This design comes from an exercise in tuning for small area and few clock cycles on the open sky130 flow, not from production work. Where RTL was checked, it was by simulation tests only, not by an equivalence proof against the original. Power and IR drop assume default switching activity.

## nickel
Design hdlc_rx32, start of the top module:
module hdlc_rx32 (
    input  wire        clk,
    input  wire        rst,
    input  wire        rx_valid,
    output wire        rx_ready,
    input  wire [31:0] rx_data,
    input  wire  [2:0] rx_len,
    input  wire        rx_clear,
    output wire        pl_valid,
    input  wire        pl_ready,
    output wire [31:0] pl_data,
    output wire  [2:0] pl_len,
    output wire        pl_end,
    output wire        pl_crc_ok,
    output wire        pl_abort
);
    localparam [7:0]  FLAG = 8'h7E;
    localparam [7:0]  ESC  = 8'h7D;
    reg        open_r;      
    reg        esc_r;       
    reg  [1:0] hc_r;        
    reg  [7:0] h0_r;        
    reg  [7:0] h1_r;        
    reg [15:0] crc_r;       
    reg        half_r;      
    wire        ne_r = (hc_r != 2'd0) || esc_r;
    wire [15:0] b = half_r ? rx_data[31:16] : rx_data[15:0];
    wire [7:0]  b0 = b[7:0];
    wire [7:0]  b1 = b[15:8];
    wire        in0 = 1'b1;                                   
    wire        in1 = half_r ? rx_len[2] : (rx_len[2] | rx_len[1]);
    wire        more = !half_r && (rx_len[2] | (&rx_len[1:0]));   
    wire f0 = in0 && (b0 == FLAG);
    wire f1 = in1 && (b1 == FLAG);
    wire x0 = (b0 == ESC);
    wire x1 = (b1 == ESC);
    wire end0  = f0 && open_r && ne_r;
    wire bd0   = !f0 && open_r;                   
    wire i0    = bd0 && !esc_r && x0;             
  ...
Settings: LEC_CHECK=0, CAP_MARGIN=20, CORE_MARGIN=2, CORE_UTILIZATION=40, SLEW_MARGIN=20; clock period 5.5 ns.
standard.sh (not shown) runs the stock make flow with config.mk's settings and CLKGATE_MAP_FILE= SYNTH_SCRIPT=/design/flow/synth_recipe.tcl, a recipe that flattens the netlist after the stock synthesis.
==> flow/flow/run.sh <==
#!/bin/bash
# Layout flow: the standard flow (standard.sh, ORFS synth to finish) with
# two changes:
#  - ABC maps the logic with flow/abc_area.script (structural choices, then
#    delay mapping with area recovery) in place of ORFS's speed script,
#    which upsizes every gate; synthesis is otherwise unchanged, so the
#    registers are the standard synthesis's;
#  - the port buffers are buf_1 cells instead of the default buffer cell.
# Each step's full log stays in orfs/logs/; make's own output goes to
# flow_make.log in the work folder.
set -euo pipefail
W=$PWD
rm -rf "$W/scripts_local"
cp -r "$FLOW_HOME/scripts" "$W/scripts_local"
cp "$W/flow/abc_area.script" "$W/scripts_local/abc_speed.script"
bash "$W/standard.sh" SCRIPTS_DIR="$W/scripts_local" \
    BUFFER_PORTS_ARGS="-buffer_cell sky130_fd_sc_hd__buf_1" finish \
    > "$W/flow_make.log" 2>&1
==> flow/flow/abc_area.script <==
&get -n
&st
&dch
&nf -R 1000
&put
topo
Relative to nickel, the following input files were edited for quartz:
==> flow/flow/abc_area.script <==
&get -n
&st
&dch
&nf
&st
&syn2
&if -g -K 6
&synch2
&nf
&st
&syn2
&if -g -K 6
&synch2
&nf
&st
&syn2
&if -g -K 6
&synch2
&nf
&st
&syn2
&if -g -K 6
&synch2
&nf
&st
&syn2
&if -g -K 6
&synch2
&nf
&put
buffer -c
topo
stime -c
dnsize -c
==> summary.txt <==
Between nickel and quartz, synthesized cell count is lower for nickel, quartz comes in above that. The more densely filled core belongs to nickel, not quartz. Register-to-register slack improves in quartz relative to nickel. nickel -> quartz: number of setup violations in the final report delta 0, exact match. Highest clock frequency the design can meet: quartz > nickel. Delta (quartz minus nickel): first-pass GRT wire length +18%, clock skew ~0 delta, clock power +about 2%, fraction of power consumed by the clock network +1.8 points, synthesized area per cell +about 2%. Taking nickel as the reference point, the sequential share of layout area of quartz falls by 1.3 points.
[inputs] pepper vs quartz
- an added GPL_TIMING_DRIVEN of 0
==> flow/flow/abc_area.script <==
&get -n
&st
&dch
&nf -R 1000
&put
topo
Results
[flow] pepper | stages: complete | final checks: fail | reason: setup timing. pepper reports a higher sequential share of layout area than quartz does. Fraction of the yosys area taken by sequential cells for pepper: 3.5 points up relative to quartz. pepper vs quartz, number of fill cells went down by about 18%. In the metrics for pepper and quartz, the one carrying the higher vertical die dimension is quartz. Per the comparison of pepper with quartz, total number of placement rows lower, final cell count lower. Die size: pepper is under quartz. pepper vs quartz: synthesized cell count down by more than 10%.
For zinc, these inputs were changed with respect to pepper:
- GPL_TIMING_DRIVEN: 0 -> unset
==> flow/flow/abc_area.script <==
&get -n
&st
&dch
&nf -R 1000
&put
buffer -c
topo
stime -c
dnsize -c
[summary]
Every run in zinc and pepper closed cleanly, with the single exception of pepper.
The flow for pepper finished, though final verification flagged setup timing.
When the final numbers for zinc and pepper were put side by side, the routed wire length turned out to be greater in zinc.
NOTE: utilization in zinc falls short of that of pepper
Relative to pepper, the post-synthesis instance area measured on zinc has increased by a few percent.
The die area number comes out lower for pepper vs zinc.
| clock-buffer cell count | zinc vs pepper | 2 higher |
Average routed wire per standard cell of zinc falls short of that of pepper by a few percent.
Sort zinc and pepper by cell area desc -> top: zinc
In the flow results for zinc and pepper, the combined flip-flop and latch cell area is smaller on zinc.
Compared with pepper, in zinc fraction of power consumed by combinational cells climbed 3.9 points; average via count per standard cell dropped 3.9%; part of the power in registers dropped 0.8 points.
Function was not checked in any run of this note: the RTL went through the layout flow alone.

Setup of run A:
The RTL this note starts from:
==> flow/design.v <==
module crc16_x25_byte (
    input  wire [15:0] crc_in,
    input  wire [7:0]  data,
    output reg  [15:0] crc_out
);
    integer i;
    reg [15:0] c;
    always @(*) begin
        c = crc_in ^ {8'h00, data};
        for (i = 0; i < 8; i = i + 1) begin
            if (c[0])
                c = (c >> 1) ^ 16'h8408;
            else
                c = c >> 1;
        end
        crc_out = c;
    end
endmodule
module hdlc_rx32 (
    input  wire        clk,
    input  wire        rst,
    input  wire        rx_valid,
    output wire        rx_ready,
    input  wire [31:0] rx_data,
    input  wire  [2:0] rx_len,
    input  wire        rx_clear,
    output wire        pl_valid,
    input  wire        pl_ready,
    output wire [31:0] pl_data,
    output wire  [2:0] pl_len,
    output wire        pl_end,
    output wire        pl_crc_ok,
    output wire        pl_abort
);
    localparam [7:0]  FLAG = 8'h7E;
    localparam [7:0]  ESC  = 8'h7D;
    localparam [15:0] RESIDUE = 16'hF0B8;
    reg        open_r;      
    reg        ne_r;        
    reg        esc_r;       
    reg  [1:0] hc_r;        
    reg  [7:0] h0_r;        
    reg  [7:0] h1_r;        
    reg [15:0] crc_r;       
    reg        half_r;      
    wire [15:0] b = half_r ? rx_data[31:16] : rx_data[15:0];
    wire [7:0]  b0 = b[7:0];
    wire [7:0]  b1 = b[15:8];
    wire        in0 = 1'b1;                                   
    wire        in1 = half_r ? rx_len[2] : (rx_len[2] | rx_len[1]);
    wire        more = !half_r && (rx_len[2] | (&rx_len[1:0]));   
    wire f0 = in0 && (b0 == FLAG);
    wire f1 = in1 && (b1 == FLAG);
    wire x0 = (b0 == ESC);
    wire x1 = (b1 == ESC);
    wire end0  = f0 && open_r && ne_r;
    wire bd0   = !f0 && open_r;                   
    wire i0    = bd0 && !esc_r && x0;             
    wire v0    = bd0 && !i0;                      
    wire [7:0] u0 = b0 ^ {2'b00, esc_r, 5'b00000};
    wire o1    = f0 || open_r;                    
    wire n1    = !f0 && (ne_r || bd0);            
    wire e1    = i0;                              
    wire end1  = f1 && o1 && n1;
    wire bd1   = in1 && !f1 && o1;
    wire i1    = bd1 && !e1 && x1;
    wire v1    = bd1 && !i1;
    wire [7:0] u1 = b1 ^ {2'b00, e1, 5'b00000};
    wire has_end = end0 || end1;
    wire hin  = !f0 || end0;                      
    wire [1:0] hce = hin ? hc_r : 2'd0;
    wire       v1n = v1 && !end0;
    reg  [2:0] nemit;
    reg        tge2;
    always @(*) begin
        case ({hce, v0, v1n})
            4'b00_00:                     begin tge2 = 1'b0; nemit = 3'd0; end
            4'b00_01, 4'b00_10, 4'b01_00: begin tge2 = 1'b0; nemit = has_end ? 3'd1 : 3'd0; end
            4'b00_11, 4'b01_01, 4'b01_10, 4'b10_00: begin tge2 = 1'b1; nemit = 3'd0; end
            4'b01_11, 4'b10_01, 4'b10_10: begin tge2 = 1'b1; nemit = 3'd1; end
            4'b10_11:                     begin tge2 = 1'b1; nemit = 3'd2; end
            default:                      begin tge2 = 1'b1; nemit = 3'd0; end
        endcase
    end
    wire [7:0] slot0 = (hce == 2'd2) ? h0_r : (hce == 2'd1) ? h1_r : u0;
    assign pl_data = {b, h1_r, slot0};
    wire [15:0] cs0, cs1;
    wire [15:0] ca0 = crc_r;
    crc16_x25_byte u_s0 (.crc_in(ca0), .data(u0), .crc_out(cs0));
    wire [15:0] ca1 = f0 ? 16'hFFFF : (v0 ? cs0 : ca0);
    crc16_x25_byte u_s1 (.crc_in(ca1), .data(u1), .crc_out(cs1));
    wire [15:0] ca2 = f1 ? 16'hFFFF : (v1 ? cs1 : ca1);
    wire esc_at_end = end0 ? esc_r : e1;
    wire crc_good = ((end0 ? ca0 : ca1) == RESIDUE) && !esc_at_end && tge2;
    wire ev = rx_clear ? (open_r && ne_r) : (has_end || nemit != 3'd0);
    assign pl_valid  = rx_valid && ev;
    assign pl_len    = rx_clear ? 3'd0 : nemit;
    assign pl_end    = rx_clear || has_end;
    assign pl_crc_ok = !rx_clear && crc_good;
    assign pl_abort  = rx_clear;
    wire go = rx_valid && (!ev || pl_ready);
    assign rx_ready = (!ev || pl_ready) && (rx_clear || !more);
    wire o2 = f1 || o1;
    wire n2 = !f1 && (n1 || bd1);
    wire e2 = f1 ? 1'b0 : (bd1 ? i1 : e1);
    wire [2:0] kb = f1 ? 3'd0 :
                    f0 ? {2'b00, v1} :
                    {1'b0, hc_r} + {2'b00, v0} + {2'b00, v1};
    always @(posedge clk) begin
        if (rst) begin
            open_r <= 1'b0;
            hc_r   <= 2'd0;
            half_r <= 1'b0;
        end else if (go) begin
            if (rx_clear) begin
                open_r <= 1'b0;
                half_r <= 1'b0;
            end else begin
                open_r <= o2;
                ne_r   <= n2;
                esc_r  <= e2;
                hc_r   <= (kb >= 3'd2) ? 2'd2 : kb[1:0];
                crc_r  <= ca2;
                if (v1) begin
                    h0_r <= v0 ? u0 : h1_r;
                    h1_r <= u1;
                end else if (v0) begin
                    h0_r <= h1_r;
                    h1_r <= u0;
                end
                half_r <= more;
            end
        end
    end
endmodule
Settings: LEC_CHECK=0, CAP_MARGIN=20, CORE_MARGIN=2, CORE_UTILIZATION=40, SLEW_MARGIN=20; clock period 5.5 ns.
==> flow/flow/run.sh <==
#!/bin/bash
# Layout flow: the standard flow (standard.sh, ORFS synth to finish) with
# two changes:
#  - ABC maps the logic with flow/abc_area.script (structural choices, then
#    delay mapping with area recovery) in place of ORFS's speed script,
#    which upsizes every gate; synthesis is otherwise unchanged, so the
#    registers are the standard synthesis's;
#  - the port buffers are buf_1 cells instead of the default buffer cell.
# Each step's full log stays in orfs/logs/; make's own output goes to
# flow_make.log in the work folder.
set -euo pipefail
W=$PWD
rm -rf "$W/scripts_local"
cp -r "$FLOW_HOME/scripts" "$W/scripts_local"
cp "$W/flow/abc_area.script" "$W/scripts_local/abc_speed.script"
bash "$W/standard.sh" SCRIPTS_DIR="$W/scripts_local" \
    BUFFER_PORTS_ARGS="-buffer_cell sky130_fd_sc_hd__buf_1" GPL_KEEP_OVERFLOW=0 finish \
    > "$W/flow_make.log" 2>&1
==> flow/flow/abc_area.script <==
&get -n
&st
&dch
&nf -R 1000
&put
topo
Testbench counts of run A, summed over its fixed seeds: cycles 49,670.
Edits applied to the flow inputs when going from run A to run B:
- swapping 40 for 55 in CORE_UTILIZATION
- putting PLACE_DENSITY at 0.8 where nothing was set
--- a/flow/flow/run.sh
+++ b/flow/flow/run.sh
@@ -15,4 +15,4 @@
 cp "$W/flow/abc_area.script" "$W/scripts_local/abc_speed.script"
 bash "$W/standard.sh" SCRIPTS_DIR="$W/scripts_local" \
-    BUFFER_PORTS_ARGS="-buffer_cell sky130_fd_sc_hd__buf_1" GPL_KEEP_OVERFLOW=0 finish \
+    BUFFER_PORTS_ARGS="-buffer_cell sky130_fd_sc_hd__buf_1" finish \
     > "$W/flow_make.log" 2>&1
Notes after the runs:
Summary of run B over run A: wire length went down; non-clock buffer count went up; layout cell share with drive strength beyond 1 decreased 2.8 points.
Inputs modified between run B and run C:
- swapping 55 for 40 in CORE_UTILIZATION
- swapping 20 for 0 in SLEW_MARGIN
- clearing PLACE_DENSITY, which used to be 0.8
- swapping 20 for 0 in CAP_MARGIN
Findings:
Run B and run C ended up with nearly the same clock-pin slew on the worst setup and hold paths. Clock share of power: run B and run C compared, higher one is run B. Diff run B -> run C | via count | down by a few percent. Switching power share of the total: higher on run C. Comparing run B and run C, the higher time the worst path needs with I/O delays and setup was measured on run C. Sort run B and run C by flip-flop and latch share of the layout cell area, ascending, and run C comes first. Diff run B -> run C: number of levels the H-tree was split into did not really move; first-pass GRT wire length increased by 2.0% relative to the old numbers; endpoint arrival time on the critical path picked up an extra 0.04 ns. Looking at non-clock buffer count, run C sits 3 higher than run B does. Looking at cell-internal power across run B and run C, the one that comes out higher is run B.
The inputs of run D differ from those of run C as listed below.
- CTS_BUF_LIST: unset -> sky130_fd_sc_hd__clkbuf_4
- CORE_UTILIZATION: 40 -> 60
- GPL_TIMING_DRIVEN: unset -> 0
==> comparison <==
- Run D vs. run C: final-layout fill cell count went down by about 50%.
- Run D against run C; number of placed instances with taps included is down by a little under 10%.
- Summary of run D over run C: final design instance area without fill increased about 1.5%; synthesized area has remained practically unchanged.
- Comparing run D and run C, the higher sequential share of cell area is on run C.
- Compare run D and run C | total power higher: run C
- The global-route wire length before repair of run D falls short of that of run C by about 9%.
- The final reports for run D and run C show switching portion of total power higher in the former.
- Re share of power burned in the clock network: run D and run C aren't equal, and the higher value belongs to run C.

Starts from the design.v that is shown in full above.
clock: 5.5 ns
lec_check: 0
cap_margin: 20
core_margin: 2
core_utilization: 40
slew_margin: 20
tns_end_percent: 0
==> flow/flow/run.sh <==
#!/bin/bash
# Layout flow: the standard flow (standard.sh, ORFS synth to finish) with
# two changes:
#  - ABC maps the logic with flow/abc_area.script (structural choices, then
#    delay mapping with area recovery) in place of ORFS's speed script,
#    which upsizes every gate; synthesis is otherwise unchanged, so the
#    registers are the standard synthesis's;
#  - the port buffers are buf_1 cells instead of the default buffer cell.
# Each step's full log stays in orfs/logs/; make's own output goes to
# flow_make.log in the work folder.
set -euo pipefail
W=$PWD
rm -rf "$W/scripts_local"
cp -r "$FLOW_HOME/scripts" "$W/scripts_local"
cp "$W/flow/abc_area.script" "$W/scripts_local/abc_speed.script"
bash "$W/standard.sh" SCRIPTS_DIR="$W/scripts_local" \
    BUFFER_PORTS_ARGS="-buffer_cell sky130_fd_sc_hd__buf_1" finish \
    > "$W/flow_make.log" 2>&1
Scripts as last shown in full above: flow/flow/abc_area.script
Testbench counts at the start, summed over its fixed seeds: cycles 49,670.
==> next run, changes <==
--- a/flow/config.mk
+++ b/flow/config.mk
@@ -12 +11,0 @@
-export TNS_END_PERCENT = 0
What happened: Flip-flop and latch count is unchanged; via count went down by about 0.8%; power went up by 0.91%; first-iteration DRC count went up by 30%; count of clock-buffer cells in the layout went down by 1; combinational power went up by about 2%; final area hardly moves; sequential share of layout area hardly moves; global-route usage went up by 0.62 points; die area does not change; setup slack gets worse by 0.073 ns.
==> next run, changes <==
--- a/flow/flow/run.sh
+++ b/flow/flow/run.sh
@@ -17 +17 @@
-    BUFFER_PORTS_ARGS="-buffer_cell sky130_fd_sc_hd__buf_1" finish \
+    BUFFER_PORTS_ARGS="-buffer_cell sky130_fd_sc_hd__buf_1" GPL_KEEP_OVERFLOW=0 finish \
--- a/flow/config.mk
+++ b/flow/config.mk
@@ -10,0 +11,2 @@
+export CTS_CLUSTER_DIAMETER = 200
+export CTS_CLUSTER_SIZE = 50
The changed run ran to the end with no violations.
Via count rises by 3.2%.
Wire length rises by 2.5%.
Critical path depth rises by 4.
Sequential cell count does not change.
==> next run, changes <==
--- a/flow/flow/run.sh
+++ b/flow/flow/run.sh
@@ -17 +17 @@
-    BUFFER_PORTS_ARGS="-buffer_cell sky130_fd_sc_hd__buf_1" GPL_KEEP_OVERFLOW=0 finish \
+    BUFFER_PORTS_ARGS="-buffer_cell sky130_fd_sc_hd__buf_1" finish \
Outcome: Power falls by 12%; final cell count rises by 1.6%; utilization falls by 1.7 points; fmax rises by 1.3%; flip-flop and latch count stays the same; design area falls by 3.2%; routed wire length falls by 2.5%; setup slack gains 0.067 ns; sequential power stays flat; synthesized area does not change; first-iteration DRC count rises by 0.67%.

==> separate check: timing with driven ports <==
The results above use ideal ports. As a check the final layouts listed here were re-extracted and re-timed, cells and wires unchanged. Step 1: set_driving_cell puts a clkbuf_16 on clk and a buf_2 on each other input, an assumption about the parent block. Step 2 also shifts input and output timing later by t, the mid clock arrival at the registers, as if the neighbouring blocks saw the same clock. a / b / c = ideal ports / drivers / drivers and shift; a / b = the first two.
run	t, ns	slack for setup (ns)	worst setup path after step 2	worst slew at a driven data input, ns	cell pins on the clock port's net
nickel	0.325	0.048 / 0.014 / 0.014	input to output	0.04	1
quartz	0.327	0.236 / 0.199 / 0.035	input to register	0.04	1
pepper	0.332	-0.056 / -0.087 / -0.172	input to register	0.04	1
zinc	0.317	0.076 / 0.057 / 0.057	input to output	0.04	1
run A	0.327	0.175 / 0.153 / 0.086	input to register	0.03	1
run B	0.326	0.282 / 0.256 / 0.256	input to output	0.04	1
run C	0.325	0.242 / 0.221 / 0.221	input to output	0.04	1
run D	0.380	0.168 / 0.143 / -0.029	input to register	0.04	1
the first run of note 3	0.327	0.315 / 0.296 / 0.296	input to output	0.04	1
the second run of note 3	0.325	0.242 / 0.221 / 0.221	input to output	0.04	1
the third run of note 3	0.327	0.175 / 0.153 / 0.086	input to register	0.03	1
the fourth run of note 3	0.325	0.242 / 0.221 / 0.221	input to output	0.04	1
Met with ideal ports but missed after step 2: setup timing in run D. The setup slack of quartz, which loses most, moves by -0.037 ns with the drivers and by -0.201 ns with both steps.
